Context: an optimization exercise on an open-source flow, tuned for small area. The choices shown serve that exercise and are no tape-out recipe. Function was checked by simulation only, so behaviour that the tests miss may differ from the original.

## flow/config.mk

```make
export PLATFORM = sky130hd
export DESIGN_NAME = rfal_tsm
export DESIGN_NICKNAME = rfal_tsm
export VERILOG_FILES = /design/flow/design.v
export SDC_FILE = /design/flow/constraint.sdc
export NUM_CORES = 4
export LEC_CHECK = 0
export CAP_MARGIN = 20
export CORE_MARGIN = 2
export CORE_UTILIZATION = 35
export SLEW_MARGIN = 20
```

## flow/constraint.sdc

```tcl
create_clock -name core_clock -period 12.0 [get_ports {clk}]
set_input_delay 2.4000 -clock core_clock [delete_from_list [all_inputs] [get_ports {clk}]]
set_output_delay 2.4000 -clock core_clock [all_outputs]
set_load 0.01 [all_outputs]
```

## flow/design.v

```verilog
module rfal_tsm (
    input  wire        clk,
    input  wire        rst_n,
    input  wire        host_req,
    input  wire        host_we,
    input  wire [7:0]  host_addr,
    input  wire [31:0] host_wdata,
    output reg         host_ack,
    output reg  [31:0] host_rdata,
    output reg         fe_req,
    output reg  [3:0]  fe_op,
    output reg  [3:0]  fe_sel,
    output reg  [31:0] fe_arg,
    input  wire        fe_ack,
    input  wire [31:0] fe_rdata,
    output reg         mem_req,
    output reg         mem_we,
    output reg  [11:0] mem_addr,
    output reg  [7:0]  mem_wdata,
    input  wire        mem_ack,
    input  wire [7:0]  mem_rdata,
    output reg         pre_txrx,
    output reg         post_txrx
);
    localparam [3:0] FE_GET_IRQ   = 4'd0,  FE_IRQ_EN   = 4'd1,  FE_IRQ_DIS   = 4'd2,
                     FE_FIFO_WR   = 4'd3,  FE_FIFO_RD  = 4'd4,  FE_FIFO_STAT = 4'd5,
                     FE_CMD       = 4'd6,  FE_TMR_START= 4'd7,  FE_TMR_CHECK = 4'd8,
                     FE_TMR_STOP  = 4'd9,  FE_CONFIG   = 4'd10, FE_ANALOG    = 4'd11,
                     FE_SW_ARM    = 4'd12, FE_SW_EXP   = 4'd13, FE_DET_BR    = 4'd14,
                     FE_MEASURE   = 4'd15;
    localparam [31:0] C_SET_DEFAULT = 32'd0, C_CLEAR_FIFO = 32'd1, C_TX_WITH_CRC = 32'd2,
                      C_TX_NO_CRC   = 32'd3, C_UNMASK_RX  = 32'd4, C_FIELD_ON_CA = 32'd5,
                      C_RESET_CA    = 32'd6;
    localparam [3:0]  I_MODE = 4'd0, I_BITRATE = 4'd1, I_FLAGS = 4'd3, I_TX_LENGTH_BITS = 4'd4,
                      I_NRT_EMV_MODE = 4'd5, I_TXRX_ENABLE = 4'd6, I_LISTEN_AP2P = 4'd9,
                      I_WAKEUP_AMP = 4'd10, I_WAKEUP_PHA = 4'd11;
    localparam [3:0]  T_NRT = 4'd0, T_MRT = 4'd1, T_GPT = 4'd2;
    localparam [3:0]  SW_GT = 4'd0, SW_RXE = 4'd1, SW_APFWT = 4'd2;
    localparam integer F_WL = 0, F_RXE = 1, F_RXS = 2, F_TXE = 3, F_COL = 4, F_NRE = 5,
                       F_CRC = 6, F_PAR = 7, F_ERR2 = 8, F_ERR1 = 9, F_EON = 10, F_EOF = 11,
                       F_CAC = 12, F_CAT = 13, F_NFCT = 14, F_WAM = 15, F_WPH = 16, F_WCAP = 17;
    localparam [31:0] TXRX_IRQS = 32'h0000_0FFF;
    localparam [31:0] LM_IRQS   = 32'h0000_4EC2;
    localparam [31:0] ALL_IRQS  = 32'h0003_FFFF;
    localparam [31:0] CA_IRQS   = 32'h0000_3000;
    localparam [31:0] WU_IRQS   = 32'h0003_8000;
    localparam [7:0] S_NONE = 8'd0, S_NOMEM = 8'd1, S_BUSY = 8'd2, S_IO = 8'd3,
                     S_TIMEOUT = 8'd4, S_PARAM = 8'd7, S_FRAMING = 8'd9,
                     S_NOTIMPL = 8'd15, S_CRC = 8'd21, S_NOTSUP = 8'd24, S_PARITY = 8'd27,
                     S_COLL = 8'd29, S_WRONGSTATE = 8'd33, S_LINKLOSS = 8'd37,
                     S_INCOMPLETE = 8'd40;
    localparam [2:0] TOP_NOTINIT = 3'd0, TOP_INIT = 3'd1, TOP_MODESET = 3'd2,
                     TOP_TXRX = 3'd3, TOP_LISTEN = 3'd4, TOP_WAKEUP = 3'd5;
    localparam [5:0] ST_IDLE = 6'h00,
                     TX_IDLE = 6'h10, TX_WAIT_GT = 6'h11, TX_WAIT_FDT = 6'h12,
                     TX_TRANSMIT = 6'h13, TX_WAIT_WL = 6'h14, TX_RELOAD_FIFO = 6'h15,
                     TX_WAIT_TXE = 6'h16, TX_DONE = 6'h17, TX_FAIL = 6'h18,
                     RX_IDLE = 6'h20, RX_WAIT_EON = 6'h21, RX_WAIT_RXS = 6'h22,
                     RX_WAIT_RXE = 6'h23, RX_READ_FIFO = 6'h24, RX_ERR_CHECK = 6'h25,
                     RX_READ_DATA = 6'h26, RX_WAIT_EOF = 6'h27, RX_DONE = 6'h28,
                     RX_FAIL = 6'h29;
    localparam [1:0] LM_NOT_INIT = 2'd0, LM_POWER_OFF = 2'd1, LM_IDLE = 2'd2;
    localparam [1:0] WU_NOT_INIT = 2'd0, WU_ENABLED = 2'd1, WU_WOKE = 2'd2;
    localparam [3:0] M_POLL_A = 4'd1, M_POLL_B = 4'd2, M_POLL_F = 4'd3,
                     M_POLL_AP2P = 4'd5, M_LISTEN_AP2P = 4'd9;
    localparam [6:0]
        P_IDLE  = 7'd0,  P_ACK   = 7'd1,  P_DEC   = 7'd2,  P_RST   = 7'd3,
        P_CLN0  = 7'd4,  P_CLN1  = 7'd5,  P_CLN2  = 7'd6,  P_CLNR  = 7'd7,
        P_INI0  = 7'd8,  P_INI1  = 7'd9,  P_INI2  = 7'd10, P_INI3  = 7'd11,
        P_INI4  = 7'd12, P_INI5  = 7'd13, P_INI6  = 7'd14,
        P_MOD0  = 7'd15, P_MOD1  = 7'd16, P_BR0   = 7'd17, P_BR1   = 7'd18,
        P_BR2   = 7'd19, P_EH    = 7'd20,
        P_FON0  = 7'd21, P_FON1  = 7'd22, P_FON2  = 7'd23, P_FON3  = 7'd24,
        P_FON4  = 7'd25, P_FON5  = 7'd26, P_FON6  = 7'd27, P_FOFF1 = 7'd28,
        P_FOFF2 = 7'd29,
        P_ST0   = 7'd30, P_ST1   = 7'd31, P_ST2   = 7'd32, P_ST3   = 7'd33,
        P_ST4   = 7'd34,
        P_LS0   = 7'd35, P_LS1   = 7'd36, P_LS2   = 7'd37,
        P_LT0   = 7'd38, P_LT1   = 7'd39, P_LT2   = 7'd40,
        P_WS1   = 7'd41, P_WS3   = 7'd42, P_WS5   = 7'd43, P_WS6   = 7'd44,
        P_WS7   = 7'd45, P_WS8   = 7'd46, P_WS9   = 7'd47,
        P_WT0   = 7'd48, P_WT1   = 7'd49, P_WT2   = 7'd50, P_WT3   = 7'd51,
        P_WK    = 7'd52,
        P_TXGT  = 7'd53, P_TXFDT = 7'd54, P_TXPRE = 7'd55, P_TXT0  = 7'd56,
        P_TXT1  = 7'd57, P_TXT2  = 7'd58, P_TXWL  = 7'd59, P_TXE   = 7'd60,
        P_RXPRE = 7'd61, P_RXI0  = 7'd62, P_RXI1  = 7'd63, P_RXI2  = 7'd64,
        P_RXI3  = 7'd65, P_EON   = 7'd66, P_EON2  = 7'd67, P_RXS   = 7'd68,
        P_RXS2  = 7'd69, P_RXE   = 7'd70, P_RXE2  = 7'd71, P_RFF   = 7'd72,
        P_ADD   = 7'd73, P_EC1   = 7'd74, P_EC2   = 7'd75, P_EC3   = 7'd76,
        P_EC5   = 7'd77, P_EC6   = 7'd78, P_RD2   = 7'd79, P_EOF   = 7'd80,
        P_LPO   = 7'd81, P_LI    = 7'd82, P_LI2   = 7'd83, P_LI3   = 7'd84,
        P_LF0   = 7'd85, P_LF1   = 7'd86, P_LF2   = 7'd87, P_LF3   = 7'd88,
        P_LF4   = 7'd89, P_WU    = 7'd90,
        P_CP    = 7'd91, P_CPMR  = 7'd92, P_CPFW  = 7'd93, P_CPFR  = 7'd94,
        P_CPMW  = 7'd95, P_CPE   = 7'd96;
    reg [6:0]  ph;
    reg [31:0] arg0, arg1, arg2, arg3, arg4, arg5;
    reg [7:0]  result;
    reg [15:0] ret0;
    reg [2:0]  top_state;
    reg [5:0]  txrx_state;
    reg [1:0]  lm_state;
    reg [1:0]  wu_state;
    reg [7:0]  status;
    reg        field_on;
    reg        eof_seen;
    reg        tx_en;           
    reg [11:0] tx_buf;
    reg [14:0] tx_len;          
    reg        rx_en;           
    reg [11:0] rx_buf;
    reg [11:0] rx_cap;          
    reg [4:0]  flags;
    reg [15:0] rx_rcvd_len;
    reg [12:0] bt;              
    reg [11:0] idx;             
    reg [7:0]  cnt;             
    reg [2:0]  cib;             
    reg        cmp;             
    reg [4:0]  ir;              
    reg [19:0] t_gt;
    reg [19:0] t_fdt_listen;
    reg [19:0] t_fdt_poll;
    reg [23:0] nrt_value;
    reg        nrt_disabled;
    reg [3:0]  mode;
    reg [1:0]  tx_br;
    reg [1:0]  rx_br;
    reg        policy;
    reg        sw_gt_armed;
    reg        sw_rxe_armed;
    reg        sw_apfwt_armed;
    reg [11:0] lm_buf;
    reg [14:0] lm_len;          
    reg [12:0] lm_rx_len;       
    reg [7:0]  lm_bit_rate;
    reg        lm_data_flag;
    reg        wu_amp_en, wu_pha_en;
    reg [7:0]  dbyte;           
    wire [7:0]  opc       = host_wdata[7:0];
    wire        is_active = (mode == M_POLL_AP2P) || (mode == M_LISTEN_AP2P);
    wire        is_listen = (mode == M_LISTEN_AP2P);
    wire [31:0] wu_mask   = {15'd0, wu_pha_en, wu_amp_en, 15'd0};
    wire        in_tx     = (txrx_state[5:4] == 2'b01);
    wire        in_lm     = (top_state == TOP_LISTEN);
    wire [7:0]  status_rd = (txrx_state != ST_IDLE) ? S_BUSY : status;
    function in_bounds;
        input [31:0] a;
        input [15:0] len_bits;
        reg [16:0] e;
        begin
            e = {1'b0, a[12:0], 3'b000} + {1'b0, len_bits};
            in_bounds = (a != 32'd0) && (a[31:13] == 19'd0) && (e <= 17'h08000);
        end
    endfunction
    function legal_br;
        input [7:0] b;
        begin
            legal_br = (b[7:2] == 6'd0) || (b == 8'hFF);
        end
    endfunction
    function [12:0] strip13;
        input [12:0] l;
        begin
            strip13 = (l > 13'd2) ? l - 13'd2 : l;
        end
    endfunction
    wire        a0_big  = (arg0 > 32'd1000000);
    wire [19:0] a0_time = a0_big ? 20'd1000000 : arg0[19:0];
    wire [6:0]  fwt_adj = (mode == M_POLL_A) ? 7'd64 :
                          (mode == M_POLL_B) ? 7'd32 :
                          (mode == M_POLL_F && (rx_br == 2'd1 || rx_br == 2'd2)) ? 7'd16 : 7'd0;
    wire [24:0] nrt_sum = {1'b0, arg5[23:0]} + {18'd0, fwt_adj};
    wire        nrt_sat = (arg5[31:24] != 8'd0) || (nrt_sum >= 25'h0FF_FFFF);
    wire [12:0] bt_sum  = bt + {5'd0, cnt};
    wire [12:0] lrep    = flags[1] ? bt : strip13(bt);
    wire [15:0] rd_bits = (cib != 3'd0 && lrep != 13'd0) ? {lrep - 13'd1, cib} : {lrep, 3'b000};
    wire nfca_short = !policy && (mode == M_POLL_A) && (ir[2] || ir[1]) && (cib != 3'd0) &&
                      (cnt == 8'd1) && (bt == 13'd0);
    reg  [7:0] classify;
    always @(*) begin
        if (ir[4])                       classify = S_FRAMING;      
        else if (nfca_short)             classify = S_INCOMPLETE;
        else if (ir[3] && policy)        classify = S_FRAMING;      
        else if (ir[2])                  classify = S_PARITY;
        else if (ir[1])                  classify = S_CRC;
        else if (ir[0])                  classify = S_COLL;
        else if (cib != 3'd0)            classify = S_INCOMPLETE;
        else if (cmp)                    classify = S_FRAMING;
        else                             classify = S_NONE;
    end
    wire emd_discard = policy && (classify != S_NONE) && (bt_sum < 13'd4);
    wire tx_more = ({idx, 3'b000} < tx_len);
    wire lm_more = ({idx, 3'b000} < lm_len);
    wire rx_more = (idx < rx_cap) &&
                   ((txrx_state != RX_READ_DATA) || ({1'b0, idx} < lrep));
    wire cp_more = (cnt != 8'd0) && (in_lm ? lm_more : in_tx ? tx_more : rx_more);
    wire [11:0] cp_base = in_lm ? lm_buf : in_tx ? tx_buf : rx_buf;
    always @(*) begin
        host_ack  = (ph == P_ACK);
        pre_txrx  = (ph == P_TXPRE) || (ph == P_RXPRE);
        post_txrx = (ph == P_CLN2);
        mem_req   = (ph == P_CPMR) || (ph == P_CPMW);
        mem_we    = (ph == P_CPMW);
        mem_addr  = cp_base + idx;
        mem_wdata = dbyte;
        fe_req = 1'b1;
        fe_op  = FE_GET_IRQ;
        fe_sel = 4'd0;
        fe_arg = 32'd0;
        case (ph)
            P_CLN0:  begin fe_op = FE_CONFIG;  fe_sel = I_FLAGS; end
            P_CLN1:  begin fe_op = FE_IRQ_DIS; fe_arg = TXRX_IRQS; end
            P_INI1:  begin fe_op = FE_CMD;     fe_arg = C_SET_DEFAULT; end
            P_INI2:  begin fe_op = FE_IRQ_DIS; fe_arg = ALL_IRQS; end
            P_INI3:  begin fe_op = FE_GET_IRQ; fe_arg = ALL_IRQS; end
            P_INI4:  begin fe_op = FE_TMR_STOP; fe_sel = T_NRT; end
            P_INI5:  begin fe_op = FE_TMR_STOP; fe_sel = T_MRT; end
            P_INI6:  begin fe_op = FE_TMR_STOP; fe_sel = T_GPT; end
            P_MOD0:  begin fe_op = FE_CONFIG;  fe_sel = I_MODE; fe_arg = {28'd0, mode}; end
            P_MOD1:  begin fe_op = FE_ANALOG;  fe_arg = {16'h00FE, mode, 3'd0, is_listen}; end
            P_BR0:   begin fe_op = FE_CONFIG;  fe_sel = I_BITRATE;
                           fe_arg = {16'd0, new_rx, new_tx}; end
            P_BR1:   begin fe_op = FE_ANALOG;
                           fe_arg = {14'd0, 2'd1, 6'd0, tx_br, mode, 3'd0, is_listen}; end
            P_BR2:   begin fe_op = FE_ANALOG;
                           fe_arg = {14'd0, 2'd2, 6'd0, rx_br, mode, 3'd0, is_listen}; end
            P_EH:    begin fe_op = FE_CONFIG;  fe_sel = I_NRT_EMV_MODE; fe_arg = {31'd0, arg0[0]}; end
            P_FON0:  begin fe_op = FE_GET_IRQ; fe_arg = CA_IRQS; end
            P_FON1:  begin fe_op = FE_IRQ_EN;  fe_arg = CA_IRQS; end
            P_FON2:  begin fe_op = FE_CMD;     fe_arg = C_FIELD_ON_CA; end
            P_FON3:  begin fe_op = FE_GET_IRQ; fe_arg = CA_IRQS; end
            P_FON4:  begin fe_op = FE_IRQ_DIS; fe_arg = CA_IRQS; end
            P_FON5:  begin fe_op = FE_CONFIG;  fe_sel = I_TXRX_ENABLE; fe_arg = 32'd1; end
            P_FON6:  begin fe_req = (t_gt != 20'd0); fe_op = FE_SW_ARM; fe_sel = SW_GT;
                           fe_arg = {12'd0, t_gt}; end
            P_FOFF2: begin fe_op = FE_CONFIG;  fe_sel = I_TXRX_ENABLE; end
            P_ST0:   begin fe_op = FE_GET_IRQ; fe_arg = TXRX_IRQS; end
            P_ST1:   begin fe_op = FE_IRQ_EN;  fe_arg = TXRX_IRQS; end
            P_ST2:   begin fe_op = FE_CONFIG;  fe_sel = I_FLAGS; fe_arg = {27'd0, flags}; end
            P_ST3:   begin fe_op = nrt_disabled ? FE_TMR_STOP : FE_TMR_START; fe_sel = T_NRT;
                           fe_arg = nrt_disabled ? 32'd0 : {8'd0, nrt_value}; end
            P_ST4:   begin fe_op = (t_fdt_listen != 20'd0) ? FE_TMR_START : FE_TMR_STOP;
                           fe_sel = T_MRT; fe_arg = {12'd0, t_fdt_listen}; end
            P_LS0:   begin fe_op = FE_GET_IRQ; fe_arg = LM_IRQS; end
            P_LS1:   begin fe_op = FE_IRQ_EN;  fe_arg = LM_IRQS; end
            P_LS2:   begin fe_op = FE_CONFIG;  fe_sel = I_LISTEN_AP2P; fe_arg = 32'd1; end
            P_LT0:   begin fe_op = FE_CONFIG;  fe_sel = I_LISTEN_AP2P; end
            P_LT1:   begin fe_op = FE_IRQ_DIS; fe_arg = LM_IRQS; end
            P_WS1:   begin fe_req = arg0[0] && arg0[1]; fe_op = FE_MEASURE; end
            P_WS3:   begin fe_req = arg1[0] && arg1[1]; fe_op = FE_MEASURE; fe_sel = 4'd1; end
            P_WS5:   begin fe_op = FE_CONFIG;  fe_sel = I_TXRX_ENABLE; end
            P_WS6:   begin fe_op = FE_CONFIG;  fe_sel = I_WAKEUP_AMP;
                           fe_arg = {arg0[31:24], (arg0[0] && arg0[1]) ? dbyte : arg0[23:16],
                                     arg0[15:0]}; end
            P_WS7:   begin fe_op = FE_CONFIG;  fe_sel = I_WAKEUP_PHA;
                           fe_arg = {arg1[31:24], (arg1[0] && arg1[1]) ? cnt : arg1[23:16],
                                     arg1[15:0]}; end
            P_WS8:   begin fe_op = FE_GET_IRQ; fe_arg = wu_mask; end
            P_WS9:   begin fe_op = FE_IRQ_EN;  fe_arg = wu_mask; end
            P_WT0:   begin fe_op = FE_CONFIG;  fe_sel = I_WAKEUP_AMP; end
            P_WT1:   begin fe_op = FE_CONFIG;  fe_sel = I_WAKEUP_PHA; end
            P_WT2:   begin fe_op = FE_IRQ_DIS; fe_arg = WU_IRQS; end
            P_TXGT:  begin fe_op = FE_SW_EXP;  fe_sel = SW_GT; end
            P_TXFDT: begin fe_op = FE_TMR_CHECK; fe_sel = T_GPT; end
            P_TXT0:  begin fe_op = FE_CMD;     fe_arg = C_CLEAR_FIFO; end
            P_TXT1:  begin fe_op = FE_CONFIG;  fe_sel = I_TX_LENGTH_BITS; fe_arg = {17'd0, tx_len}; end
            P_TXT2:  begin fe_op = FE_CMD;     fe_arg = flags[0] ? C_TX_NO_CRC : C_TX_WITH_CRC; end
            P_TXWL:  begin fe_op = FE_GET_IRQ; fe_arg = 32'h9; end
            P_TXE:   begin fe_op = FE_GET_IRQ; fe_arg = 32'h9; end
            P_RXI0:  begin fe_op = FE_CMD;     fe_arg = C_CLEAR_FIFO; end
            P_RXI1:  begin fe_op = FE_CMD;     fe_arg = C_UNMASK_RX; end
            P_RXI2:  begin fe_req = !is_active && (t_fdt_poll != 20'd0); fe_op = FE_TMR_START;
                           fe_sel = T_GPT; fe_arg = {12'd0, t_fdt_poll}; end
            P_RXI3:  begin fe_req = is_active && !nrt_disabled; fe_op = FE_SW_ARM;
                           fe_sel = SW_APFWT; fe_arg = {8'd0, nrt_value}; end
            P_EON:   begin fe_op = FE_GET_IRQ; fe_arg = 32'h0000_0420; end
            P_EON2:  begin fe_op = FE_SW_EXP;  fe_sel = SW_APFWT; end
            P_RXS:   begin fe_op = FE_GET_IRQ; fe_arg = {20'd0, is_active, 5'd0, 6'h24}; end
            P_RXS2:  begin fe_op = FE_SW_ARM;  fe_sel = SW_RXE; fe_arg = 32'd10; end
            P_RXE:   begin fe_op = FE_GET_IRQ; fe_arg = {20'd0, is_active, 9'd0, 2'h3}; end
            P_RXE2:  begin fe_op = FE_SW_EXP;  fe_sel = SW_RXE; end
            P_RFF:   begin fe_op = FE_FIFO_STAT; end
            P_EC1:   begin fe_op = FE_GET_IRQ; fe_arg = 32'h0000_03D0; end
            P_EC2:   begin fe_op = FE_FIFO_STAT; end
            P_EC5:   begin fe_op = FE_CMD;     fe_arg = C_CLEAR_FIFO; end
            P_EC6:   begin fe_op = FE_CMD;     fe_arg = C_UNMASK_RX; end
            P_EOF:   begin fe_op = FE_GET_IRQ; fe_arg = 32'h0000_0800; end
            P_LPO:   begin fe_op = FE_GET_IRQ; fe_arg = 32'h0000_0400; end
            P_LI:    begin fe_op = FE_GET_IRQ; fe_arg = LM_IRQS & ~32'h400; end
            P_LI2:   begin fe_op = FE_DET_BR; end
            P_LF0:   begin fe_op = FE_CMD;     fe_arg = C_CLEAR_FIFO; end
            P_LF1:   begin fe_op = FE_CMD;     fe_arg = C_RESET_CA; end
            P_LF2:   begin fe_op = FE_CMD;     fe_arg = C_UNMASK_RX; end
            P_LF3:   begin fe_op = FE_FIFO_STAT; end
            P_LF4:   begin fe_op = FE_CMD;     fe_arg = C_CLEAR_FIFO; end
            P_WU:    begin fe_op = FE_GET_IRQ; fe_arg = wu_mask; end
            P_CPFW:  begin fe_op = FE_FIFO_WR; fe_arg = {24'd0, dbyte}; end
            P_CPFR:  begin fe_op = FE_FIFO_RD; end
            default: fe_req = 1'b0;
        endcase
    end
    wire [7:0] br_tx_in = opc[0] ? arg0[7:0]  : arg0[15:8];
    wire [7:0] br_rx_in = opc[0] ? arg0[15:8] : arg0[23:16];
    wire [7:0] new_tx   = (br_tx_in != 8'hFF) ? br_tx_in : {6'd0, tx_br};
    wire [7:0] new_rx   = (br_rx_in != 8'hFF) ? br_rx_in : {6'd0, rx_br};
    always @(*) begin
        host_rdata = 32'd0;
        if (host_addr[1:0] == 2'b00) case (host_addr[7:2])
            6'h01: host_rdata = {24'd0, result};
            6'h02: host_rdata = arg0;
            6'h03: host_rdata = arg1;
            6'h04: host_rdata = arg2;
            6'h05: host_rdata = arg3;
            6'h06: host_rdata = arg4;
            6'h07: host_rdata = arg5;
            6'h08: host_rdata = {24'd0, status_rd};
            6'h09: host_rdata = {10'd0, lm_data_flag, field_on, 2'd0, wu_state, 2'd0, lm_state,
                                 1'b0, top_state, 2'd0, txrx_state};
            6'h0A: host_rdata = {16'd0, rx_rcvd_len};
            6'h0B: host_rdata = {16'd0, lm_rx_len, 3'b000};
            6'h0C: host_rdata = {24'd0, lm_bit_rate};
            6'h0D: host_rdata = {16'd0, ret0};
            default: host_rdata = 32'd0;
        endcase
    end
    wire txv      = (arg0 != 32'd0) && (arg1[15:0] != 16'd0);
    wire st_param = (arg1[31:16] != 16'd0) || (arg3[31:16] != 16'd0) || (arg4[31:5] != 27'd0);
    wire st_bad   = (!txv && (arg2 == 32'd0)) ||
                    ((arg0 != 32'd0) && !in_bounds(arg0, arg1[15:0])) ||
                    ((arg2 != 32'd0) && !in_bounds(arg2, arg3[15:0]));
    wire [11:0] a3_cap = arg3[14:3] + {11'd0, arg3[2:0] != 3'd0};
    task finish;
        input [7:0] code;
        begin
            result <= code;
            ph     <= P_ACK;
        end
    endtask
    task rx_fail;
        input [7:0] code;
        begin
            status      <= code;
            rx_rcvd_len <= {1'b0, idx, 3'b000};
            txrx_state  <= RX_FAIL;
            ph          <= P_WK;
        end
    endtask
    always @(posedge clk) begin
        if (!rst_n) begin
            ph <= P_RST;
        end else begin
            case (ph)
            P_IDLE: begin
                if (host_req) begin
                    if (!host_we) ph <= P_ACK;
                    else if (host_addr == 8'h00) ph <= P_DEC;
                    else begin
                        ph <= P_ACK;
                        if (host_addr[1:0] == 2'b00) case (host_addr[7:2])
                            6'h02: arg0 <= host_wdata;
                            6'h03: arg1 <= host_wdata;
                            6'h04: arg2 <= host_wdata;
                            6'h05: arg3 <= host_wdata;
                            6'h06: arg4 <= host_wdata;
                            6'h07: arg5 <= host_wdata;
                            default: ;
                        endcase
                    end
                end
            end
            P_ACK: ph <= P_IDLE;
            P_RST, P_INI0: begin
                top_state      <= (ph == P_RST) ? TOP_NOTINIT : TOP_INIT;
                txrx_state     <= ST_IDLE;
                lm_state       <= LM_NOT_INIT;
                wu_state       <= WU_NOT_INIT;
                status         <= S_NONE;
                field_on       <= 1'b0;
                t_gt           <= 20'd0;
                t_fdt_listen   <= 20'd0;
                t_fdt_poll     <= 20'd0;
                mode           <= 4'd0;
                tx_br          <= 2'd0;
                rx_br          <= 2'd0;
                policy         <= 1'b0;
                sw_gt_armed    <= 1'b0;
                sw_rxe_armed   <= 1'b0;
                sw_apfwt_armed <= 1'b0;
                lm_data_flag   <= 1'b0;
                lm_rx_len      <= 13'd0;
                lm_bit_rate    <= 8'hFF;
                rx_rcvd_len    <= 16'd0;
                ret0           <= 16'd0;
                result         <= S_NONE;
                ph             <= (ph == P_RST) ? P_IDLE : P_INI1;
            end
            P_CLN0: if (fe_ack) ph <= P_CLN1;
            P_CLN1: if (fe_ack) ph <= P_CLN2;
            P_CLN2: begin
                sw_rxe_armed   <= 1'b0;
                sw_apfwt_armed <= 1'b0;
                ph             <= P_CLNR;
            end
            P_CLNR: begin
                if (!opc[3]) ph <= P_INI0;
                else if (!opc[1]) begin
                    status     <= S_IO;
                    txrx_state <= ST_IDLE;
                    ph         <= P_FOFF2;
                end else begin
                    if (txrx_state == TX_DONE || txrx_state == RX_DONE) status <= S_NONE;
                    txrx_state <= ST_IDLE;
                    finish(S_NONE);
                end
            end
            P_DEC: begin
                if (host_wdata[31:8] != 24'd0) finish(S_PARAM);
                else case (opc)
                    8'h01: begin
                        if (txrx_state != ST_IDLE) ph <= P_CLN0;
                        else ph <= P_INI0;
                    end
                    8'h02: begin
                        if (arg0[31:24] != 8'd0 || arg0[7:0] > 8'd9 ||
                            !legal_br(arg0[15:8]) || !legal_br(arg0[23:16]))
                            finish(S_PARAM);
                        else if (top_state == TOP_NOTINIT)                 finish(S_WRONGSTATE);
                        else if (arg0[3:0] == 4'd0)                        finish(S_PARAM);
                        else if (arg0[3:0] >= 4'd6 && arg0[3:0] <= 4'd8)   finish(S_NOTSUP);
                        else if (arg0[3:0] == 4'd4)                        finish(S_NOTSUP);
                        else if (txrx_state != ST_IDLE)                    finish(S_WRONGSTATE);
                        else begin
                            mode <= arg0[3:0];
                            ph   <= P_MOD0;
                        end
                    end
                    8'h03: begin
                        if (arg0[31:16] != 16'd0 || !legal_br(arg0[7:0]) || !legal_br(arg0[15:8]))
                            finish(S_PARAM);
                        else if (top_state < TOP_MODESET)             finish(S_WRONGSTATE);
                        else if (txrx_state != ST_IDLE)               finish(S_WRONGSTATE);
                        else ph <= P_BR0;
                    end
                    8'h04: begin t_fdt_poll   <= a0_time; finish(S_NONE); end
                    8'h05: begin t_fdt_listen <= a0_time; finish(S_NONE); end
                    8'h06: begin t_gt         <= a0_time; finish(S_NONE); end
                    8'h07: begin
                        if (arg0[31:1] != 31'd0) finish(S_PARAM);
                        else begin
                            policy <= arg0[0];
                            ph     <= P_EH;
                        end
                    end
                    8'h08: begin
                        if (top_state < TOP_MODESET) finish(S_WRONGSTATE);
                        else if (!field_on) ph <= P_FON0;
                        else ph <= P_FON6;
                    end
                    8'h09: begin
                        if (txrx_state != ST_IDLE) ph <= P_CLN0;
                        else ph <= P_FOFF2;
                    end
                    8'h0A: begin
                        if (st_param)                                 finish(S_PARAM);
                        else if (top_state < TOP_MODESET)             finish(S_WRONGSTATE);
                        else if (txrx_state != ST_IDLE)               finish(S_WRONGSTATE);
                        else if (st_bad)                              finish(S_PARAM);
                        else if (!txv && !is_listen && !field_on)     finish(S_WRONGSTATE);
                        else begin
                            tx_en        <= txv;
                            tx_buf       <= arg0[11:0];
                            tx_len       <= arg1[14:0];
                            rx_en        <= (arg2 != 32'd0);
                            rx_buf       <= arg2[11:0];
                            rx_cap       <= a3_cap;
                            flags        <= arg4[4:0];
                            status       <= S_BUSY;
                            top_state    <= TOP_TXRX;
                            rx_rcvd_len  <= 16'd0;
                            sw_rxe_armed   <= 1'b0;
                            sw_apfwt_armed <= 1'b0;
                            nrt_disabled <= (arg5 == 32'hFFFF_FFFF);
                            nrt_value    <= nrt_sat ? 24'hFF_FFFF : nrt_sum[23:0];
                            ph           <= P_ST0;
                        end
                    end
                    8'h0B: ph <= P_WK;
                    8'h0C: begin
                        ret0 <= rx_rcvd_len;
                        finish(status_rd);
                    end
                    8'h0D, 8'h0E: finish(S_NOTIMPL);
                    8'h10: begin
                        if (arg0[31:4] != 28'd0 || arg3[31:16] != 16'd0)  finish(S_PARAM);
                        else if (top_state == TOP_NOTINIT)            finish(S_WRONGSTATE);
                        else if (txrx_state != ST_IDLE || top_state == TOP_WAKEUP)
                            finish(S_WRONGSTATE);
                        else if (arg0[3:0] == 4'd0)                   finish(S_PARAM);
                        else if (arg0[2:0] != 3'd0)                   finish(S_NOTSUP);
                        else if (!in_bounds(arg2, arg3[15:0]))        finish(S_PARAM);
                        else begin
                            lm_buf       <= arg2[11:0];
                            lm_len       <= arg3[14:0];
                            lm_rx_len    <= 13'd0;
                            lm_bit_rate  <= 8'hFF;
                            lm_data_flag <= 1'b0;
                            ph           <= P_LS0;
                        end
                    end
                    8'h11: begin
                        if (top_state == TOP_LISTEN) ph <= P_LT0;
                        else ph <= P_LT2;
                    end
                    8'h12: begin
                        if (arg0[7:3] != 5'd0 || arg0[31:24] != 8'd0 ||
                            arg1[7:3] != 5'd0 || arg1[31:24] != 8'd0 ||
                            arg2[7:3] != 5'd0 || arg2[31:24] != 8'd0)     finish(S_PARAM);
                        else if (top_state == TOP_NOTINIT)                finish(S_WRONGSTATE);
                        else if (txrx_state != ST_IDLE || top_state == TOP_LISTEN)
                            finish(S_WRONGSTATE);
                        else if (arg2[0] && (arg0[0] || arg1[0]))         finish(S_PARAM);
                        else if (arg2[0])                                 finish(S_NOTIMPL);
                        else if (!arg0[0] && !arg1[0])                    finish(S_PARAM);
                        else begin
                            wu_amp_en <= arg0[0];
                            wu_pha_en <= arg1[0];
                            ph        <= P_WS1;
                        end
                    end
                    8'h13: begin
                        if (top_state == TOP_WAKEUP) ph <= P_WT0;
                        else ph <= P_WT3;
                    end
                    default: finish(S_PARAM);
                endcase
            end
            P_INI1: if (fe_ack) ph <= P_INI2;
            P_INI2: if (fe_ack) ph <= P_INI3;
            P_INI3: if (fe_ack) ph <= P_INI4;
            P_INI4: if (fe_ack) ph <= P_INI5;
            P_INI5: if (fe_ack) ph <= P_INI6;
            P_INI6: if (fe_ack) finish(S_NONE);
            P_MOD0: if (fe_ack) ph <= P_MOD1;
            P_MOD1: if (fe_ack) begin
                top_state <= TOP_MODESET;
                ph        <= P_BR0;
            end
            P_BR0: if (fe_ack) begin
                tx_br <= new_tx[1:0];
                rx_br <= new_rx[1:0];
                ph    <= P_BR1;
            end
            P_BR1: if (fe_ack) ph <= P_BR2;
            P_BR2: if (fe_ack) finish(S_NONE);
            P_EH:  if (fe_ack) finish(S_NONE);
            P_FON0: if (fe_ack) ph <= P_FON1;
            P_FON1: if (fe_ack) ph <= P_FON2;
            P_FON2: if (fe_ack) ph <= P_FON3;
            P_FON3: if (fe_ack && (fe_rdata[13:12] != 2'b00)) begin
                ir[0] <= fe_rdata[F_CAC];
                ph    <= P_FON4;
            end
            P_FON4: if (fe_ack) begin
                if (ir[0]) finish(S_COLL);
                else begin
                    field_on <= 1'b1;
                    ph       <= P_FON5;
                end
            end
            P_FON5: if (fe_ack) ph <= P_FON6;
            P_FON6: if (fe_ack || t_gt == 20'd0) begin
                if (t_gt != 20'd0) sw_gt_armed <= 1'b1;
                finish(S_NONE);
            end
            P_FOFF2: if (fe_ack) begin
                field_on    <= 1'b0;
                sw_gt_armed <= 1'b0;
                finish(S_NONE);
            end
            P_ST0: if (fe_ack) ph <= P_ST1;
            P_ST1: if (fe_ack) ph <= P_ST2;
            P_ST2: if (fe_ack) ph <= P_ST3;
            P_ST3: if (fe_ack) ph <= P_ST4;
            P_ST4: if (fe_ack) begin
                txrx_state <= tx_en ? TX_IDLE : RX_IDLE;
                finish(S_NONE);
            end
            P_LS0: if (fe_ack) ph <= P_LS1;
            P_LS1: if (fe_ack) ph <= P_LS2;
            P_LS2: if (fe_ack) begin
                lm_state  <= LM_POWER_OFF;
                top_state <= TOP_LISTEN;
                finish(S_NONE);
            end
            P_LT0: if (fe_ack) begin
                top_state <= TOP_INIT;
                ph        <= P_LT1;
            end
            P_LT1: if (fe_ack) ph <= P_LT2;
            P_LT2: begin
                lm_state     <= LM_NOT_INIT;
                lm_data_flag <= 1'b0;
                lm_rx_len    <= 13'd0;
                lm_bit_rate  <= 8'hFF;
                finish(S_NONE);
            end
            P_WS1: if (fe_ack || !(arg0[0] && arg0[1])) begin
                dbyte <= fe_rdata[7:0];
                ph    <= P_WS3;
            end
            P_WS3: if (fe_ack || !(arg1[0] && arg1[1])) begin
                cnt <= fe_rdata[7:0];
                ph  <= P_WS5;
            end
            P_WS5: if (fe_ack) begin
                field_on <= 1'b0;
                ph       <= P_WS6;
            end
            P_WS6: if (fe_ack) ph <= P_WS7;
            P_WS7: if (fe_ack) ph <= P_WS8;
            P_WS8: if (fe_ack) ph <= P_WS9;
            P_WS9: if (fe_ack) begin
                wu_state  <= WU_ENABLED;
                top_state <= TOP_WAKEUP;
                finish(S_NONE);
            end
            P_WT0: if (fe_ack) ph <= P_WT1;
            P_WT1: if (fe_ack) begin
                top_state <= TOP_INIT;
                ph        <= P_WT2;
            end
            P_WT2: if (fe_ack) ph <= P_WT3;
            P_WT3: begin
                wu_state <= WU_NOT_INIT;
                finish(S_NONE);
            end
            P_WK: begin
                case (top_state)
                    TOP_TXRX: begin
                        case (txrx_state)
                            TX_IDLE: txrx_state <= TX_WAIT_GT;
                            TX_WAIT_GT: begin
                                if (sw_gt_armed) ph <= P_TXGT;
                                else txrx_state <= TX_WAIT_FDT;
                            end
                            TX_WAIT_FDT: begin
                                if (!is_active && t_fdt_poll != 20'd0) ph <= P_TXFDT;
                                else txrx_state <= TX_TRANSMIT;
                            end
                            TX_TRANSMIT: ph <= P_TXPRE;
                            TX_WAIT_WL:  ph <= P_TXWL;
                            TX_RELOAD_FIFO: begin
                                cnt <= 8'd16;
                                ph  <= P_CP;
                            end
                            TX_WAIT_TXE: ph <= P_TXE;
                            TX_DONE: begin
                                if (!rx_en) ph <= P_CLN0;
                                else begin
                                    txrx_state <= RX_IDLE;
                                    finish(S_NONE);
                                end
                            end
                            TX_FAIL, RX_DONE, RX_FAIL: ph <= P_CLN0;
                            RX_IDLE: begin
                                bt       <= 13'd0;
                                idx      <= 12'd0;
                                eof_seen <= 1'b0;
                                ph       <= tx_en ? P_RXI2 : P_RXPRE;
                            end
                            RX_WAIT_EON:  ph <= P_EON;
                            RX_WAIT_RXS:  ph <= P_RXS;
                            RX_WAIT_RXE:  ph <= P_RXE;
                            RX_READ_FIFO: ph <= P_RFF;
                            RX_ERR_CHECK: ph <= P_EC1;
                            RX_READ_DATA: begin
                                bt <= bt_sum;
                                ph <= P_RD2;
                            end
                            RX_WAIT_EOF: begin
                                if (eof_seen) txrx_state <= RX_DONE;
                                else ph <= P_EOF;
                            end
                            default: finish(S_NONE);
                        endcase
                    end
                    TOP_LISTEN: begin
                        if (lm_state == LM_POWER_OFF) ph <= P_LPO;
                        else if (lm_state == LM_IDLE && !lm_data_flag) ph <= P_LI;
                        else finish(S_NONE);
                    end
                    TOP_WAKEUP: begin
                        if (wu_state == WU_ENABLED) ph <= P_WU;
                        else finish(S_NONE);
                    end
                    default: finish(S_NONE);
                endcase
            end
            P_TXGT: if (fe_ack) begin
                if (!fe_rdata[0]) finish(S_NONE);
                else begin
                    sw_gt_armed <= 1'b0;
                    txrx_state  <= TX_WAIT_FDT;
                    ph          <= P_WK;
                end
            end
            P_TXFDT: if (fe_ack) begin
                if (fe_rdata[1:0] == 2'd2) finish(S_NONE);
                else begin
                    txrx_state <= TX_TRANSMIT;
                    ph         <= P_WK;
                end
            end
            P_TXPRE: ph <= P_TXT0;
            P_TXT0: if (fe_ack) ph <= P_TXT1;
            P_TXT1: if (fe_ack) begin
                idx <= 12'd0;
                cnt <= 8'd32;
                ph  <= P_CP;
            end
            P_TXT2: if (fe_ack) begin
                txrx_state <= tx_more ? TX_WAIT_WL : TX_WAIT_TXE;
                finish(S_NONE);
            end
            P_TXWL: if (fe_ack) begin
                if (fe_rdata[3] == 1'b0 && fe_rdata[0] == 1'b0) finish(S_NONE);
                else if (fe_rdata[F_WL] && !fe_rdata[F_TXE]) begin
                    txrx_state <= TX_RELOAD_FIFO;
                    ph         <= P_WK;
                end else begin
                    status     <= S_IO;
                    txrx_state <= TX_FAIL;
                    ph         <= P_WK;
                end
            end
            P_TXE: if (fe_ack) begin
                if (fe_rdata[F_TXE]) begin
                    txrx_state <= TX_DONE;
                    ph         <= P_WK;
                end else finish(S_NONE);
            end
            P_RXPRE: ph <= P_RXI0;
            P_RXI0: if (fe_ack) ph <= P_RXI1;
            P_RXI1: if (fe_ack) ph <= P_RXI2;
            P_RXI2: if (fe_ack || !fe_req) ph <= P_RXI3;
            P_RXI3: if (fe_ack || !fe_req) begin
                if (fe_req) sw_apfwt_armed <= 1'b1;
                txrx_state <= is_active ? RX_WAIT_EON : RX_WAIT_RXS;
                finish(S_NONE);
            end
            P_EON: if (fe_ack) begin
                if (fe_rdata[F_EON]) begin
                    txrx_state <= RX_WAIT_RXS;
                    finish(S_NONE);
                end else if (fe_rdata[F_NRE]) rx_fail(S_TIMEOUT);
                else if (sw_apfwt_armed) ph <= P_EON2;
                else finish(S_NONE);
            end
            P_EON2: if (fe_ack) begin
                if (fe_rdata[0]) rx_fail(S_TIMEOUT);
                else finish(S_NONE);
            end
            P_RXS: if (fe_ack) begin
                if (!fe_rdata[F_RXS] && !fe_rdata[F_NRE] && !(is_active && fe_rdata[F_EOF]))
                    finish(S_NONE);
                else if (fe_rdata[F_RXS]) begin
                    eof_seen     <= is_active && fe_rdata[F_EOF];
                    sw_rxe_armed <= 1'b1;
                    txrx_state   <= RX_WAIT_RXE;
                    ph           <= P_RXS2;
                end else if (is_active && fe_rdata[F_EOF]) rx_fail(S_LINKLOSS);
                else rx_fail(S_TIMEOUT);
            end
            P_RXS2: if (fe_ack) ph <= P_WK;
            P_RXE: if (fe_ack) begin
                if (is_active && fe_rdata[F_EOF]) eof_seen <= 1'b1;
                if (fe_rdata[F_RXE]) begin
                    sw_rxe_armed <= 1'b0;
                    txrx_state   <= RX_ERR_CHECK;
                    ph           <= P_WK;
                end else if (eof_seen || (is_active && fe_rdata[F_EOF])) rx_fail(S_LINKLOSS);
                else if (fe_rdata[F_WL]) begin
                    txrx_state <= RX_READ_FIFO;
                    ph         <= P_WK;
                end else if (sw_rxe_armed) ph <= P_RXE2;
                else finish(S_NONE);
            end
            P_RXE2: if (fe_ack) begin
                if (fe_rdata[0]) rx_fail(S_FRAMING);
                else finish(S_NONE);
            end
            P_RFF: if (fe_ack) begin
                cnt <= fe_rdata[7:0];
                ph  <= P_ADD;
            end
            P_ADD: begin
                bt <= bt_sum;
                ph <= P_CP;
            end
            P_EC1: if (fe_ack) begin
                ir <= {fe_rdata[F_ERR1], fe_rdata[F_ERR2], fe_rdata[F_PAR], fe_rdata[F_CRC],
                       fe_rdata[F_COL]};
                ph <= P_EC2;
            end
            P_EC2: if (fe_ack) begin
                cnt <= fe_rdata[7:0];
                cib <= fe_rdata[10:8];
                cmp <= fe_rdata[11];
                ph  <= P_EC3;
            end
            P_EC3: begin
                if (nfca_short) ph <= P_CP;
                else if (emd_discard) ph <= P_EC5;
                else begin
                    if (classify != S_NONE) status <= classify;
                    txrx_state <= RX_READ_DATA;
                    ph         <= P_WK;
                end
            end
            P_EC5: if (fe_ack) begin
                bt           <= 13'd0;
                idx          <= 12'd0;
                sw_rxe_armed <= 1'b0;
                txrx_state   <= RX_WAIT_RXS;
                ph           <= P_EC6;
            end
            P_EC6: if (fe_ack) finish(S_NONE);
            P_RD2: begin
                rx_rcvd_len <= rd_bits;
                if (lrep > {1'b0, rx_cap} && status == S_BUSY) status <= S_NOMEM;
                ph <= P_CP;
            end
            P_EOF: if (fe_ack) begin
                if (fe_rdata[F_EOF]) begin
                    txrx_state <= RX_DONE;
                    ph         <= P_WK;
                end else finish(S_NONE);
            end
            P_LPO: if (fe_ack) begin
                if (fe_rdata[F_EON]) lm_state <= LM_IDLE;
                finish(S_NONE);
            end
            P_LI: if (fe_ack) begin
                ir[0] <= fe_rdata[F_RXE];
                ir[1] <= fe_rdata[F_PAR] || fe_rdata[F_CRC] || fe_rdata[F_ERR1];
                ir[2] <= fe_rdata[F_EOF];
                ph    <= fe_rdata[F_NFCT] ? P_LI2 : P_LI3;
            end
            P_LI2: if (fe_ack) begin
                lm_bit_rate <= fe_rdata[7:0];
                ph          <= P_LI3;
            end
            P_LI3: begin
                if (ir[0]) ph <= ir[1] ? P_LF0 : P_LF3;
                else begin
                    if (ir[2]) lm_state <= LM_POWER_OFF;
                    finish(S_NONE);
                end
            end
            P_LF0: if (fe_ack) ph <= P_LF1;
            P_LF1: if (fe_ack) ph <= P_LF2;
            P_LF2: if (fe_ack) finish(S_NONE);
            P_LF3: if (fe_ack) begin
                cnt <= (fe_rdata[7:0] > 8'd2) ? fe_rdata[7:0] - 8'd2 : fe_rdata[7:0];
                idx <= 12'd0;
                ph  <= P_CP;
            end
            P_LF4: if (fe_ack) begin
                lm_data_flag <= 1'b1;
                finish(S_NONE);
            end
            P_WU: if (fe_ack) begin
                if ((fe_rdata[16:15] & {wu_pha_en, wu_amp_en}) != 2'b00) wu_state <= WU_WOKE;
                finish(S_NONE);
            end
            P_CP: begin
                if (!cp_more) ph <= P_CPE;
                else if (in_tx && !in_lm) ph <= P_CPMR;
                else ph <= P_CPFR;
            end
            P_CPMR: if (mem_ack) begin
                dbyte <= mem_rdata;
                ph    <= P_CPFW;
            end
            P_CPFR: if (fe_ack) begin
                dbyte <= fe_rdata[7:0];
                ph    <= P_CPMW;
            end
            P_CPFW, P_CPMW: if (fe_ack || mem_ack) begin
                idx <= idx + 12'd1;
                cnt <= cnt - 8'd1;
                ph  <= P_CP;
            end
            P_CPE: begin
                if (in_lm) begin
                    lm_rx_len <= {1'b0, idx};
                    ph        <= P_LF4;
                end else case (txrx_state)
                    TX_TRANSMIT: ph <= P_TXT2;
                    TX_RELOAD_FIFO: begin
                        txrx_state <= tx_more ? TX_WAIT_WL : TX_WAIT_TXE;
                        finish(S_NONE);
                    end
                    RX_READ_FIFO: begin
                        if (bt > {1'b0, rx_cap}) begin
                            status      <= S_NOMEM;
                            rx_rcvd_len <= {1'b0, idx, 3'b000};
                            txrx_state  <= RX_FAIL;
                            ph          <= P_WK;
                        end else begin
                            txrx_state <= RX_WAIT_RXE;
                            finish(S_NONE);
                        end
                    end
                    RX_ERR_CHECK: begin
                        bt          <= 13'd1;
                        rx_rcvd_len <= {13'd0, cib};
                        status      <= S_INCOMPLETE;
                        txrx_state  <= RX_FAIL;
                        ph          <= P_WK;
                    end
                    default: begin    
                        txrx_state <= (status != S_BUSY) ? RX_FAIL :
                                      (is_active ? RX_WAIT_EOF : RX_DONE);
                        ph         <= P_WK;
                    end
                endcase
            end
            default: ph <= P_IDLE;
            endcase
        end
    end
endmodule
```

## flow/run.sh

```bash
#!/bin/bash
# synth_recipe.tcl (not shown) runs the flow's synth.tcl, then flattens the netlist and writes it again
# the make line also repeats each setting of config.mk as NAME=value (left out here)
make -C /OpenROAD-flow-scripts/flow DESIGN_CONFIG=/design/flow/config.mk WORK_HOME=/design/flow/orfs CLKGATE_MAP_FILE= SYNTH_SCRIPT=/design/flow/synth_recipe.tcl finish
```

==> results.toml <==
[worst_setup_path]
worst_setup_path_start_kind = "primary input"
timing.critical_path.slowest_stage_cell = "or4_1"
timing.setup.critical_path_class = "primary input to output pin"
setup.reg_to_reg.worst_slack_ns = 6.74
worstPathArrival_ns = 5.97
crit_path_max_fanout = 8
crit_path_cell_trace = "clkdlybuf4s50_1 > or4_1 > nor2_1 > a22oi_1 > and3_1 > a31oi_1 > clkdlybuf4s50_1"
cp_top_family = "simple AND/OR/NAND/NOR gates"
timing.critical_path.mode_cell = "clkdlybuf4s50_1"
cp-endpoint = "host_rdata[2]"
critical_path.endpoint_type = "output pin"
critical_path_depth = 7
worst_r2r_endpoint = "status[2]"
critical-path-max-stage-delay_ns = 0.75
cp.buffers_inverters = 2
worst_r2r_startpoint = "arg0[1]"
timing.reg2reg.worst_path_depth = 13
setup.worst_path.start = "host_addr[5]"
worst_ep_required_time_ns = 9.60

[cts]
worst_setup_hold_path_clk_slew_ns = 0.07
cts_tree = "done"
cts_hold_buffers = 0
clock_insertion_delay_worst_skew_ns = 0.71
cts_resized = 0
cts_inserted_buffers = 59
cts.sinks = 515
htreeDepth = 2
cts.root.buffer_cell = "clkbuf_16"
clk_path_buf_depth = 3
post-cts-setup-buffers = 0

[finish]
n_fill_cell = 9283
layout-area-overhead-vs-synth_pct = 16.8
final_layout_size_suffix_gt1_frac = 0.0948
nNetsFinal = 3805

[placement]
place_congestion = 1.05
place_hpwl_mm = 128
detailedPlace.worstSlack_ns = 3.73
port_buffers = 168

[synthesis]
combinational_family_with_the_most_area_after_synthesis = "simple AND/OR/NAND/NOR gates"
yosys-top-cells-count = "edfxtp_1, nand2_1, nor2_1"
synthAdderAreaFrac = 0.0501
post_synth_mux_area_share = 0.0213
synth.top_cells.by_area = "edfxtp_1, ha_1, nand2_1"
post_synth_and_or_nand_nor_area_fraction = 0.208
syn-num-nets = 3652
syn-mean-instance-area_um2 = 9.75
post_synthesis_cell_type_count = 87
ys.warnings.count = 1
synth_seq_cells = 515
mappedNetlistArea_mm2 = 0.0335
yosysTopAreaCell = "edfxtp_1"
synth_enable_flop_cells = 508
synth_sequential_area_ratio = 0.460
postSynth.topFlopCell = "edfxtp_1"
synth_top_area_frac = 0.456
async_set_or_reset_register_ratio_after_synthesis = 0
synth_compound_area_frac = 0.199
yosys.area_share.xor_xnor = 0.0246
synth.most_common_cell = "edfxtp_1"
post_synth_inst_count = 3435

[timing]
worst_pin_slew_ns = 1.16
finalHoldViolCount = 0
setup_tns_ns = 0
hold-worst-slack_ns = 0.467
min_period_over_period = 0.697
setup_viol = 0
fin_worst_skew_ns = 0.0694
count_of_pins_over_their_slew_limit = 0
maxSlewHeadroom = 0.218
setup_repair_after_global_routing_missed_its_margin = "no"
post_layout_minimum_cycle_time_ns = 8.37
postLayoutSetupSlackWorst_ns = 3.63
maxClockFrequency_ghz = 0.120

[die]
floorplan.io_pins = 184
start_util = 0.353
core_area_mm2 = 0.0949
die_outline_area_mm2 = 0.0982
die_width_um = 313
rows = 113
die_height_um = 313

[detailed_routing]
drt-initial-drc-count = 4970
routedWlPerCell_um = 34.9
drc_violations_left = 0
vias_per_cell = 6.64
drtAntennaViolNets = 0
drt_pre_antenna_iters = 6
route.final.wire_length_mm = 171
dr_total_vias = 32600

[worst_hold_path]
holdPathStages = 0
worstHoldPathType = "flop to flop"

[pwr]
cellLeakagePower_nw = 13.0
peak_supply_drop_v = 0.000138
post-layout-total-power_w = 0.00416
power_density_mw_per_mm2 = 106

[grt]
initial_antenna_violation_count = 14
groute.usage.overall = 0.339
grt_first_pass_wirelength_mm = 238
largest_net_degree_at_the_start_of_global_routing = 65
grt_pass1_vias = 30600
globalRouteOverflowTotal = 0

[outcome]
status = "no timing/DRC/antenna violations"

[flow_run]
cap_viol_max_count = 0
==> worst min path at each step <==
stage	start	to	slack, ns
2_1_floorplan	arg4[3]	flags[3]	0.42
3_3_place_gp	arg4[1]	flags[1]	0.44
3_5_place_dp	arg4[1]	flags[1]	0.45
4_1_cts	arg4[1]	flags[1]	0.47
5_1_grt	arg4[1]	flags[1]	0.48
6_report	arg4[1]	flags[1]	0.47
==> sequential cells by signal (all words and copies together) (netlist names), 12 cells and up <==
signal / flops
t_fdt_poll: 20
idx: 12
arg5: 32
nrt_value: 24
t_gt: 20
ret0: 16
t_fdt_listen: 20
bt: 13
arg0: 32
tx_len: 15
lm_buf: 12
rx_rcvd_len: 16
arg4: 32
arg2: 32
tx_buf: 12
lm_rx_len: 12
rx_cap: 12
lm_len: 15
rx_buf: 12
arg1: 32
arg3: 32
==> cell type report <==
| type | count | area, µm² | share of cell area |
|---|---|---|---|
| Timing Repair Buffer | 308 | 2730 | 0.0697 |
| Tap cell | 1265 | 1580 | 0.0405 |
| Antenna cell | 1 | 2.50 | 0.0000640 |
| Sequential cell | 515 | 15400 | 0.394 |
| Clock inverter | 41 | 438 | 0.0112 |
| Inverter | 104 | 390 | 0.00998 |
| Clock buffer | 71 | 1530 | 0.0391 |
| Multi-Input combinational cell | 2600 | 17000 | 0.436 |
==> report_power, final <==
| group | switching (W) | internal [W] |
|---|---|---|
| Clock | 0.000840 | 0.00102 |
| Combinational | 0.000192 | 0.0000903 |
| Sequential | 0.0000259 | 0.00199 |
| Total | 0.00106 | 0.00310 |
==> cell usage in the layout (no fill, tap or decap), drive strengths merged, types with 71 or more instances in the layout <==
cell           instances
nor4                  92
nand3                105
edfxtp               508
nor3                 113
inv                  107
ha                   126
nand2                313
buf                  141
clkdlybuf4s50        167
o21ai                167
nor2                 281
a21oi                185
a22oi                111
clkbuf                71
==> metrics by stage <==
| step | util | instances | cell area, µm² |
|---|---|---|---|
| 4_1_cts | 0.412 | 4904 | 39100 |
| 5_1_grt | 0.412 | 4904 | 39100 |
| 3_5_place_dp | 0.392 | 4792 | 37100 |
| 6_report | 0.412 | 4905 | 39100 |
| 2_1_floorplan | - | 3435 | 33500 |
| 3_3_place_gp | 0.391 | 4792 | 37100 |
==> routing by layer <==
metal  vias up  wire (µm)  GRT usage
li1      13700          -          -
met1     15900      66400      0.443
met2      2360      74000      0.513
met3       520      18700     0.0766
met4        10      12100      0.202
met5         -         72          0
==> cell families (layout without fill, tap and decap cells) <==
logic type | Yosys count | after routing
AO/OA/AOI/OAI | 967 | 967
XOR/XNOR | 94 | 94
adder cells (fa/ha/maj) | 131 | 131
buffers and inverters | 320 | 524
flip-flops | 515 | 515
multiplexers | 67 | 67
other | 0 | 1
AND/OR/NAND/NOR | 1341 | 1341

[re-timing with driven ports]
How much do the figures lean on ideal ports? The routed layout below was timed once more, with nothing changed but the port constraints.
Step 1: set_driving_cell puts a clkbuf_16 on clk and a buf_2 on each other input, an assumption about the parent block.
Step 2 times the ports against the registers' clock, not the clock port: input delays grow and output delays shrink by t, the midpoint of the rising clock arrivals with the driver on.
Three values: ideal, step 1, step 2; two values: the first two.
shift t [ns]: 0.750
setup slack, ns: 3.633 / 3.582 / 3.582
latest minus earliest clock arrival (ns): 0.070 / 0.071
After both steps this run still meets setup and hold. For this run, drivers alone change the setup slack by -0.051 ns; drivers and shift together by -0.051 ns.
